Source: an optimization exercise on an open RTL-to-GDS flow (aim: small area, a short achievable clock period and few clock cycles per item). Production flows keep margins and buffers that such runs may drop.
The RTL was checked by simulation tests, not by an equivalence proof against the original design.
Power is estimated from default activity; no workload was simulated.

Design cc8_rx, start of the top module:
module cc8_rx (
    input  wire         clk,
    input  wire         rst,         
    input  wire         in_valid,
    input  wire [15:0]  in_edge,     
    input  wire         in_last,     
    output wire         in_ready,
    output reg          out_valid,   
    output wire [127:0] rxb,         
    output wire [7:0]   nbits,       
    output wire         dec_err,     
    output wire [7:0]   zrun_cnt,    
    output wire [4:0]   oct_cnt,     
    output wire [7:0]   crc          
);
Size: about 610 cells after synthesis, roughly 210 flip-flops, roughly 8800 um2 of cells after synthesis.
clock: 20.0 ns
lec_check: 0
cap_margin: 20
core_margin: 2
core_utilization: 65
slew_margin: 20
standard.sh (not shown) runs the stock make flow with config.mk's settings and CLKGATE_MAP_FILE= SYNTH_SCRIPT=/design/flow/synth_recipe.tcl, a recipe that flattens the netlist after the stock synthesis.
==> flow/flow/run.sh <==
#!/bin/bash
# The standard layout (standard.sh) with three changes of how it is made:
#  - port buffers are buf_1 instead of the delay buffer buffer_ports picks,
#  - repair_timing aims at a setup slack of 14.87 ns (the clock stays 20 ns),
#  - CTS clusters up to 25 flip-flops per clkbuf_16 and inserts no dummy loads.
# Each tool's full output goes to the ORFS logs under orfs/logs/, and
# standard.sh's own output to flow_standard.log.
set -euo pipefail
CTS="-sink_clustering_enable -repair_clock_nets -sink_clustering_size 25 -sink_clustering_max_diameter 300 -buf_list sky130_fd_sc_hd__clkbuf_16 -dont_use_dummy_load"
bash standard.sh "BUFFER_PORTS_ARGS=-buffer_cell sky130_fd_sc_hd__buf_1" \
    "SETUP_SLACK_MARGIN=14.87" "CTS_ARGS=$CTS" finish > flow_standard.log 2>&1
Testbench counts at the start, summed over its fixed seeds: cycles 7,968, frames 192.
Rerun with:
--- a/flow/flow/run.sh
+++ b/flow/flow/run.sh
@@ -4,5 +4,3 @@
 #  - repair_timing aims at a setup slack of 14.87 ns (the clock stays 20 ns),
-#  - CTS clusters up to 25 flip-flops per clkbuf_16 and inserts no dummy loads.
-# Each tool's full output goes to the ORFS logs under orfs/logs/, and
-# standard.sh's own output to flow_standard.log.
+#  - CTS inserts no dummy loads.
 set -euo pipefail
The changed run completed with no timing, DRC or antenna violations.
Register-to-register slack barely changes.
Sequential power barely changes.
Worst setup slack stays the same.
Cell area does not change.
Global-route usage does not change.
Clock-buffer cell count does not change.
Rerun with:
--- a/flow/flow/run.sh
+++ b/flow/flow/run.sh
@@ -3,3 +3,3 @@
 #  - port buffers are buf_1 instead of the delay buffer buffer_ports picks,
-#  - repair_timing aims at a setup slack of 14.87 ns (the clock stays 20 ns),
+#  - repair_timing aims at a setup slack of 14.8 ns (the clock stays 20 ns),
 #  - CTS inserts no dummy loads.
@@ -8,2 +8,2 @@
 bash standard.sh "BUFFER_PORTS_ARGS=-buffer_cell sky130_fd_sc_hd__buf_1" \
-    "SETUP_SLACK_MARGIN=14.87" "CTS_ARGS=$CTS" finish > flow_standard.log 2>&1
+    "SETUP_SLACK_MARGIN=14.8" "CTS_ARGS=$CTS" finish > flow_standard.log 2>&1
Effect:
- The changed run ran to the end with no violations
- wire length is about the same
- total power barely changes
- via count came out lower by 0.51%
- worst setup slack is worse by 0.077 ns
- critical path depth stays the same
- core utilization came out lower by 0.19 points
- clock-buffer cell count does not change
- die area stays the same
- sequential power is about the same
- global-route usage is about the same

---

run A:
cc8_rx, a different RTL version from the one above (not shown whole).
Size: roughly 220 flip-flops, roughly 180 I/O pins, roughly 9000 µm² of cells after synthesis.
export LEC_CHECK = 0
export CAP_MARGIN = 20
export CORE_MARGIN = 2
export CORE_UTILIZATION = 40
export CTS_BUF_LIST = sky130_fd_sc_hd__clkbuf_16
export CTS_CLUSTER_DIAMETER = 300
export CTS_CLUSTER_SIZE = 25
export SLEW_MARGIN = 20
create_clock -name core_clock -period 20.0 [get_ports {clk}]
==> flow/flow/run.sh <==
#!/bin/bash
set -euo pipefail
bash standard.sh "BUFFER_PORTS_ARGS=-buffer_cell sky130_fd_sc_hd__buf_1" "SETUP_SLACK_MARGIN=14.95" finish > flow_standard.log 2>&1
Testbench counts of run A, summed over its fixed seeds: cycles 7,968, frames 192.
### run A -> run B
- CTS_CLUSTER_DIAMETER: 300 -> unset
- CTS_BUF_LIST: sky130_fd_sc_hd__clkbuf_16 -> unset
- CORE_UTILIZATION: 40 -> 65
- CTS_CLUSTER_SIZE: 25 -> unset
==> flow/flow/run.sh <==
#!/bin/bash
# The standard layout (standard.sh) with three changes of how it is made:
#  - port buffers are buf_1 instead of the delay buffer buffer_ports picks,
#  - repair_timing aims at a setup slack of 14.8 ns (the clock stays 20 ns),
#  - CTS inserts no dummy loads.
set -euo pipefail
CTS="-sink_clustering_enable -repair_clock_nets -sink_clustering_size 25 -sink_clustering_max_diameter 300 -buf_list sky130_fd_sc_hd__clkbuf_16 -dont_use_dummy_load"
bash standard.sh "BUFFER_PORTS_ARGS=-buffer_cell sky130_fd_sc_hd__buf_1" \
    "SETUP_SLACK_MARGIN=14.8" "CTS_ARGS=$CTS" finish > flow_standard.log 2>&1
==> run notes <==
- The sequential share of layout area in run B was higher than what run A gave.
- Relative to run A, clock buffer count in the final layout decreased by 1 in run B.
- Sort run A and run B by maximum frequency asc -> top: run B
- The wire length of the first global-routing pass number comes out higher for run A vs run B.
- Run B vs. run A: clock input transition at the sequential cells of the worst setup and hold paths went down 20 ps; utilization went up 28 points.
Here is what was changed in the inputs of run C compared with run B.
- putting CTS_CLUSTER_DIAMETER at 300 where nothing was set
- putting CTS_BUF_LIST at sky130_fd_sc_hd__clkbuf_16 where nothing was set
- putting CTS_CLUSTER_SIZE at 25 where nothing was set
- swapping 65 for 40 in CORE_UTILIZATION
==> flow/flow/run.sh <==
#!/bin/bash
# Standard layout, except that the port buffers are the plain buf_1 cell
# instead of the delay buffer buffer_ports picks by default.
set -euo pipefail
bash standard.sh "BUFFER_PORTS_ARGS=-buffer_cell sky130_fd_sc_hd__buf_1" finish > flow_standard.log 2>&1
==> run notes <==
Looking only at relative contribution of sequential cells to total power, and setting everything else aside, the lower value of run C and run B goes to run C.
| first-iteration DRC count | lower: run C |
Run C reports a lower worst hold slack than run B does.
For the die area, run C came in 60% higher than run B did.
In the tables for run C and run B, data arrival time of the worst path reads higher with run C.
Re proportion of synthesized flip-flops having asynchronous set or reset: no difference whatsoever between run C and run B.
Total power: run C vs run B up about 2.6%
Run C vs run B: routed wire length up by a few percent
Here is what was changed in the inputs of run D compared with run C.
- a deleted CTS_CLUSTER_DIAMETER that had been 300
- a change of CORE_UTILIZATION from 40 to 65
- a deleted CTS_BUF_LIST that had been sky130_fd_sc_hd__clkbuf_16
- a deleted CTS_CLUSTER_SIZE that had been 25
==> flow/flow/run.sh <==
#!/bin/bash
# The standard layout (standard.sh) with three changes of how it is made:
#  - port buffers are buf_1 instead of the delay buffer buffer_ports picks,
#  - repair_timing aims at a setup slack of 14.8 ns (the clock stays 20 ns),
#  - CTS inserts no dummy loads.
set -euo pipefail
CTS="-sink_clustering_enable -repair_clock_nets -sink_clustering_size 20 -sink_clustering_max_diameter 300 -buf_list sky130_fd_sc_hd__clkbuf_16 -dont_use_dummy_load"
bash standard.sh "BUFFER_PORTS_ARGS=-buffer_cell sky130_fd_sc_hd__buf_1" \
    "SETUP_SLACK_MARGIN=14.8" "CTS_ARGS=$CTS" finish > flow_standard.log 2>&1
## What came out
Clock power essentially unchanged between run C and run D.
Run C and run D ended up with roughly the same area of the multi-input gates.
Going from run C to run D, final-layout clock buffer total grows by 1.
Summary: with run C as the reference, design area in run D moved down slightly.
Compared with run C, run D shows overall global routing resource usage higher by 8.3 points.
Power attributed to combinational cells, run C and run D, lower one = run C.
Run D packs its core tighter than run C.
Between run C and run D, the difference in portion of the layout cell area used by clock cells is negligible.
Edits applied to the flow inputs when going from run D to run E:
- CTS_BUF_LIST now sky130_fd_sc_hd__clkbuf_16, previously not set
- CTS_CLUSTER_SIZE now 25, previously not set
- CTS_CLUSTER_DIAMETER now 300, previously not set
==> flow/flow/run.sh <==
#!/bin/bash
# Standard layout, except that the port buffers are the plain buf_1 cell
# instead of the delay buffer buffer_ports picks by default.
set -euo pipefail
bash standard.sh "BUFFER_PORTS_ARGS=-buffer_cell sky130_fd_sc_hd__buf_1" finish > flow_standard.log 2>&1
Notes after the runs:
Compared to run D, run E shows a narrower setup margin. Run D → run E: first-iteration detailed-routing DRC count went down 0.38%; overall power saw little to no change; core area essentially unchanged; post-route standard cell area excluding fillers went down. [compare] base=run D new=run E: minimum period implied by the final worst setup slack went up, detailed-route wire length went down. Compared with run D, run E shows a lower internal power summed over all cells.
What run F does differently from run E at the input level:
- a deleted CTS_CLUSTER_SIZE that had been 25
- a deleted CTS_BUF_LIST that had been sky130_fd_sc_hd__clkbuf_16
- a deleted CTS_CLUSTER_DIAMETER that had been 300
==> flow/flow/run.sh <==
#!/bin/bash
# The standard layout (standard.sh) with three changes of how it is made:
#  - port buffers are buf_1 instead of the delay buffer buffer_ports picks,
#  - repair_timing aims at a setup slack of 14.87 ns (the clock stays 20 ns),
#  - CTS inserts no dummy loads.
set -euo pipefail
CTS="-sink_clustering_enable -repair_clock_nets -sink_clustering_size 25 -sink_clustering_max_diameter 300 -buf_list sky130_fd_sc_hd__clkbuf_16 -dont_use_dummy_load"
bash standard.sh "BUFFER_PORTS_ARGS=-buffer_cell sky130_fd_sc_hd__buf_1" \
    "SETUP_SLACK_MARGIN=14.87" "CTS_ARGS=$CTS" finish > flow_standard.log 2>&1
### Flow results
Of the two candidates, run E has the better wire length and run F the worse one. Of run E and run F, the run reporting the lower fraction of layout cells with a size suffix above 1 was run E. Of run E and run F, the lower number of nets in the finished design belongs to run E. Compared run F vs run E, and largest fanout on the critical path is down in run F. Diff run E and run F: worst hold margin higher in run F. Run F: count of plain and timing-repair buffers 5.4% above run E. The area growth from synthesis to layout reported for run F is greater than that of run E by 0.21 points. Run F has maximum frequency above what run E had. Delta (run F minus run E): minimum setup slack in the final design higher, combinational fraction of design power now larger. NOTE: sequential share of power in run F exceeds that of run E.

---

Another version of the RTL of cc8_rx (not shown whole).
Size: ~660 cells after synthesis, ~180 I/O pins, ~9300 µm² of cells after synthesis.
==> flow/design.v (excerpt) <==
module cc8_rx (
    input  wire         clk,
    input  wire         rst,         
    input  wire         in_valid,
    input  wire [15:0]  in_edge,     
    input  wire         in_last,     
    output wire         in_ready,
    output reg          out_valid,   
    output wire [127:0] rxb,         
    output wire [7:0]   nbits,       
    output wire         dec_err,     
    output wire [7:0]   zrun_cnt,    
    output wire [4:0]   oct_cnt,     
    output wire [7:0]   crc          
);
clock: 20.0 ns
lec_check: 0
cap_margin: 20
core_margin: 2
core_utilization: 40
slew_margin: 20
==> flow/flow/run.sh <==
#!/bin/bash
set -euo pipefail
bash standard.sh "BUFFER_PORTS_ARGS=-buffer_cell sky130_fd_sc_hd__buf_1" "SETUP_SLACK_MARGIN=14.6" finish > flow_standard.log 2>&1
Testbench counts at the start, summed over its fixed seeds: cycles 7,968, frames 192.
Next try:
==> flow/flow/run.sh (replaced) <==
#!/bin/bash
# Standard layout, except that the port buffers are the plain buf_1 cell
# instead of the delay buffer buffer_ports picks by default.
set -euo pipefail
bash standard.sh "BUFFER_PORTS_ARGS=-buffer_cell sky130_fd_sc_hd__buf_1" finish > flow_standard.log 2>&1
--- a/flow/config.mk
+++ b/flow/config.mk
@@ -10,0 +11,3 @@
+export CTS_BUF_LIST = sky130_fd_sc_hd__clkbuf_8
+export CTS_CLUSTER_DIAMETER = 200
+export CTS_CLUSTER_SIZE = 16
- The changed run finished clean
- final area decreases by 4.7%
- clock skew is higher by 0.025 ns
- global-route usage hardly moves
Next try:
--- a/flow/config.mk
+++ b/flow/config.mk
@@ -10,4 +10 @@
-export CORE_UTILIZATION = 40
-export CTS_BUF_LIST = sky130_fd_sc_hd__clkbuf_8
-export CTS_CLUSTER_DIAMETER = 200
-export CTS_CLUSTER_SIZE = 16
+export CORE_UTILIZATION = 70
Outcome:
- register-to-register slack gains 0.11 ns
- hold slack loses 0.0072 ns
- non-clock buffer count went down by 3
- maximum frequency stays flat
Next try:
--- a/flow/config.mk
+++ b/flow/config.mk
@@ -10 +10,4 @@
-export CORE_UTILIZATION = 70
+export CORE_UTILIZATION = 40
+export CTS_BUF_LIST = sky130_fd_sc_hd__clkbuf_16
+export CTS_CLUSTER_DIAMETER = 300
+export CTS_CLUSTER_SIZE = 25
After rerunning: Total power decreases by 14%. Utilization decreases by 36 points. Setup slack improved by 0.065 ns. Wire length decreases by 8.1%. Register-to-register slack got worse by 0.14 ns. Synthesized cell count stays the same. Global-route usage decreases by 14 points. Die area increases by 72%. Sequential cell count is unchanged. Area after synthesis stays the same.

---

== run a ==
RTL: one of the versions met above, not the one the previous note started from.
Size: about 610 cells after synthesis, roughly 210 flip-flops, about 180 I/O pins, ~8800 um^2 of cells after synthesis.
Settings: LEC_CHECK=0, CAP_MARGIN=20, CORE_MARGIN=2, CORE_UTILIZATION=65, SLEW_MARGIN=20; clock period 20.0 ns.
==> flow/flow/run.sh <==
#!/bin/bash
# The standard layout (standard.sh) with three changes of how it is made:
#  - port buffers are buf_1 instead of the delay buffer buffer_ports picks,
#  - repair_timing aims at a setup slack of 14.93 ns (the clock stays 20 ns),
#  - CTS clusters up to 28 flip-flops per clkbuf_16 and inserts no dummy loads.
# Each tool's full output goes to the ORFS logs under orfs/logs/, and
# standard.sh's own output to flow_standard.log.
set -euo pipefail
CTS="-sink_clustering_enable -repair_clock_nets -sink_clustering_size 28 -sink_clustering_max_diameter 300 -buf_list sky130_fd_sc_hd__clkbuf_16 -dont_use_dummy_load"
bash standard.sh "BUFFER_PORTS_ARGS=-buffer_cell sky130_fd_sc_hd__buf_1" \
    "SETUP_SLACK_MARGIN=14.93" "CTS_ARGS=$CTS" finish > flow_standard.log 2>&1
Run a finished every step from synthesis to the final layout, and the layout passed the timing, design-rule and antenna checks.
Testbench counts of run a, summed over its fixed seeds: cycles 7,968, frames 192.
Input changes introduced in run b (baseline for comparison: run a):
==> flow/flow/run.sh <==
#!/bin/bash
# The standard layout (standard.sh) with three changes of how it is made:
#  - port buffers are buf_1 instead of the delay buffer buffer_ports picks,
#  - repair_timing aims at a setup slack of 14.87 ns (the clock stays 20 ns),
#  - CTS clusters up to 28 flip-flops per clkbuf_16 and inserts no dummy loads.
# Each tool's full output goes to the ORFS logs under orfs/logs/, and
# standard.sh's own output to flow_standard.log.
set -euo pipefail
CTS="-sink_clustering_enable -repair_clock_nets -sink_clustering_size 28 -sink_clustering_max_diameter 300 -buf_list sky130_fd_sc_hd__clkbuf_16 -dont_use_dummy_load"
bash standard.sh "BUFFER_PORTS_ARGS=-buffer_cell sky130_fd_sc_hd__buf_1" \
    "SETUP_SLACK_MARGIN=14.87" "CTS_ARGS=$CTS" finish > flow_standard.log 2>&1
### Flow results
In the metrics for run b and run a, the one carrying the higher transition time at the pin with the least slew margin is run a. Going from run a to run b, post-CTS setup repair buffer count shrinks by 6. Run b against run a: setup slack has decreased; combinational group share of total power has remained practically unchanged. In run b relative to run a, count of vias placed by the detailed router had gone down slightly. Looking at design area across both flows, run b is the stronger of the two, with run a trailing. Final non-filler cell total, run b and run a: lower on run b.

---

RTL: one of the versions met above, not the one the previous note started from.
Size: about 660 cells after synthesis, about 220 flip-flops, about 180 I/O pins, roughly 0.0093 mm² of cells after synthesis.
## cc8_rx
module cc8_rx (
    input  wire         clk,
    input  wire         rst,         
    input  wire         in_valid,
    input  wire [15:0]  in_edge,     
    input  wire         in_last,     
    output wire         in_ready,
    output reg          out_valid,   
    output wire [127:0] rxb,         
    output wire [7:0]   nbits,       
    output wire         dec_err,     
    output wire [7:0]   zrun_cnt,    
    output wire [4:0]   oct_cnt,     
    output wire [7:0]   crc          
);
export LEC_CHECK = 0
export CAP_MARGIN = 20
export CORE_MARGIN = 2
export CORE_UTILIZATION = 40
export SLEW_MARGIN = 20
create_clock -name core_clock -period 20.0 [get_ports {clk}]
==> flow/flow/run.sh <==
#!/bin/bash
set -euo pipefail
bash standard.sh "BUFFER_PORTS_ARGS=-buffer_cell sky130_fd_sc_hd__buf_1" "SETUP_SLACK_MARGIN=15" finish > flow_standard.log 2>&1
Testbench counts at the start, summed over its fixed seeds: cycles 7,968, frames 192.
Next try:
==> flow/flow/run.sh (replaced) <==
#!/bin/bash
# Standard layout, except that the port buffers are the plain buf_1 cell
# instead of the delay buffer buffer_ports picks by default.
set -euo pipefail
bash standard.sh "BUFFER_PORTS_ARGS=-buffer_cell sky130_fd_sc_hd__buf_1" finish > flow_standard.log 2>&1
Settings changed: CTS_BUF_LIST set to sky130_fd_sc_hd__clkbuf_4 sky130_fd_sc_hd__clkbuf_8, CTS_CLUSTER_SIZE set to 30.
The changed run went through all stages and came out clean. Power is about the same. Final area falls by a few percent. Area after synthesis stays the same. Die area does not change. Worst hold slack gets better by 0.016 ns. Register-to-register slack barely changes. Routed wire length is about the same.
Next try:
==> flow/run.sh (new file) <==
#!/bin/bash
# synth_recipe.tcl (not shown) runs the flow's synth.tcl, then flattens the netlist and writes it again
# the make line also repeats each setting of config.mk as NAME=value (left out here)
make -C /OpenROAD-flow-scripts/flow DESIGN_CONFIG=/design/flow/config.mk WORK_HOME=/design/flow/orfs CLKGATE_MAP_FILE= SYNTH_SCRIPT=/design/flow/synth_recipe.tcl finish
Settings changed: CTS_BUF_LIST sky130_fd_sc_hd__clkbuf_4 sky130_fd_sc_hd__clkbuf_8 to not set, CTS_CLUSTER_SIZE 30 to not set.
removed: flow/flow/run.sh
removed: flow/standard.sh
Result: Power increases by 2.1%; clock-buffer cell count decreases by 22; utilization increases by 4.9 points; worst hold slack is worse by 0.027 ns; clock power increases by about 4%; worst setup slack is worse by 0.43 ns; final area increases by 10%; fmax decreases by 7.5%.
Next try:
==> flow/flow/run.sh (new file) <==
#!/bin/bash
# Standard layout, except that the port buffers are the plain buf_1 cell
# instead of the delay buffer buffer_ports picks by default.
set -euo pipefail
bash standard.sh "BUFFER_PORTS_ARGS=-buffer_cell sky130_fd_sc_hd__buf_1" finish > flow_standard.log 2>&1
==> flow/standard.sh (new file) <==
#!/bin/bash
# synth_recipe.tcl (not shown) runs the flow's synth.tcl, then flattens the netlist and writes it again
# the make line also repeats each setting of config.mk as NAME=value (left out here)
make -C /OpenROAD-flow-scripts/flow DESIGN_CONFIG=/design/flow/config.mk WORK_HOME=/design/flow/orfs CLKGATE_MAP_FILE= SYNTH_SCRIPT=/design/flow/synth_recipe.tcl "${@:-finish}"
removed: flow/run.sh
The changed run produced a clean layout.
Non-clock buffer count is higher by 2.
Routed wire length is lower by 5.4%.
Hold slack improves by 0.013 ns.
Via count is lower by 2.7%.
Design area is lower by 9.4%.
Flip-flop and latch count stays the same.
Synthesized area does not change.
Sequential power stays flat.
Total power is lower by 2.4%.

port drivers added, routing unchanged:
No port has a modelled driver above. Below, the same layouts with a new extraction and two added sets of constraints.
Step 1 assumes that a clkbuf_16 drives the clock port and a buf_2 every other input.
Step 2 also shifts input and output timing later by t, the mid clock arrival at the registers, as if the neighbouring blocks saw the same clock.
Slacks: ideal / step 1 / step 2; pairs: ideal / step 1.
run | shift t [ns] | setup WS [ns] | worst register clock-pin slew, ns
the first run of note 1 | 0.482 | 14.921 / 14.878 / 14.707 | 0.10 / 0.10
the second run of note 1 | 0.482 | 14.921 / 14.878 / 14.707 | 0.10 / 0.10
the third run of note 1 | 0.486 | 14.844 / 14.802 / 14.679 | 0.10 / 0.10
run A of note 2 | 0.506 | 14.919 / 14.874 / 15.179 | 0.11 / 0.11
run B of note 2 | 0.487 | 14.869 / 14.830 / 15.157 | 0.09 / 0.09
run C of note 2 | 0.505 | 14.673 / 14.629 / 15.134 | 0.11 / 0.11
run D of note 2 | 0.488 | 14.873 / 14.832 / 15.161 | 0.08 / 0.08
run E of note 2 | 0.494 | 14.685 / 14.646 / 15.126 | 0.09 / 0.09
run F of note 2 | 0.491 | 14.892 / 14.853 / 15.153 | 0.10 / 0.10
the first run of note 3 | 0.559 | 14.678 / 14.634 / 15.127 | 0.06 / 0.06
the second run of note 3 | 0.559 | 14.619 / 14.578 / 15.116 | 0.12 / 0.12
the third run of note 3 | 0.526 | 14.611 / 14.571 / 15.097 | 0.06 / 0.06
the fourth run of note 3 | 0.504 | 14.675 / 14.631 / 15.117 | 0.11 / 0.11
run a of note 4 | 0.484 | 14.922 / 14.879 / 14.718 | 0.10 / 0.10
run b of note 4 | 0.488 | 14.890 / 14.847 / 14.716 | 0.11 / 0.11
the first run of note 5 | 0.558 | 14.874 / 14.829 / 15.105 | 0.06 / 0.06
the second run of note 5 | 0.552 | 14.646 / 14.605 / 15.134 | 0.06 / 0.06
the third run of note 5 | 0.544 | 14.214 / 14.170 / 14.715 | 0.06 / 0.06
the fourth run of note 5 | 0.557 | 14.645 / 14.601 / 15.106 | 0.06 / 0.06
After both steps setup and hold are still met in every run listed.
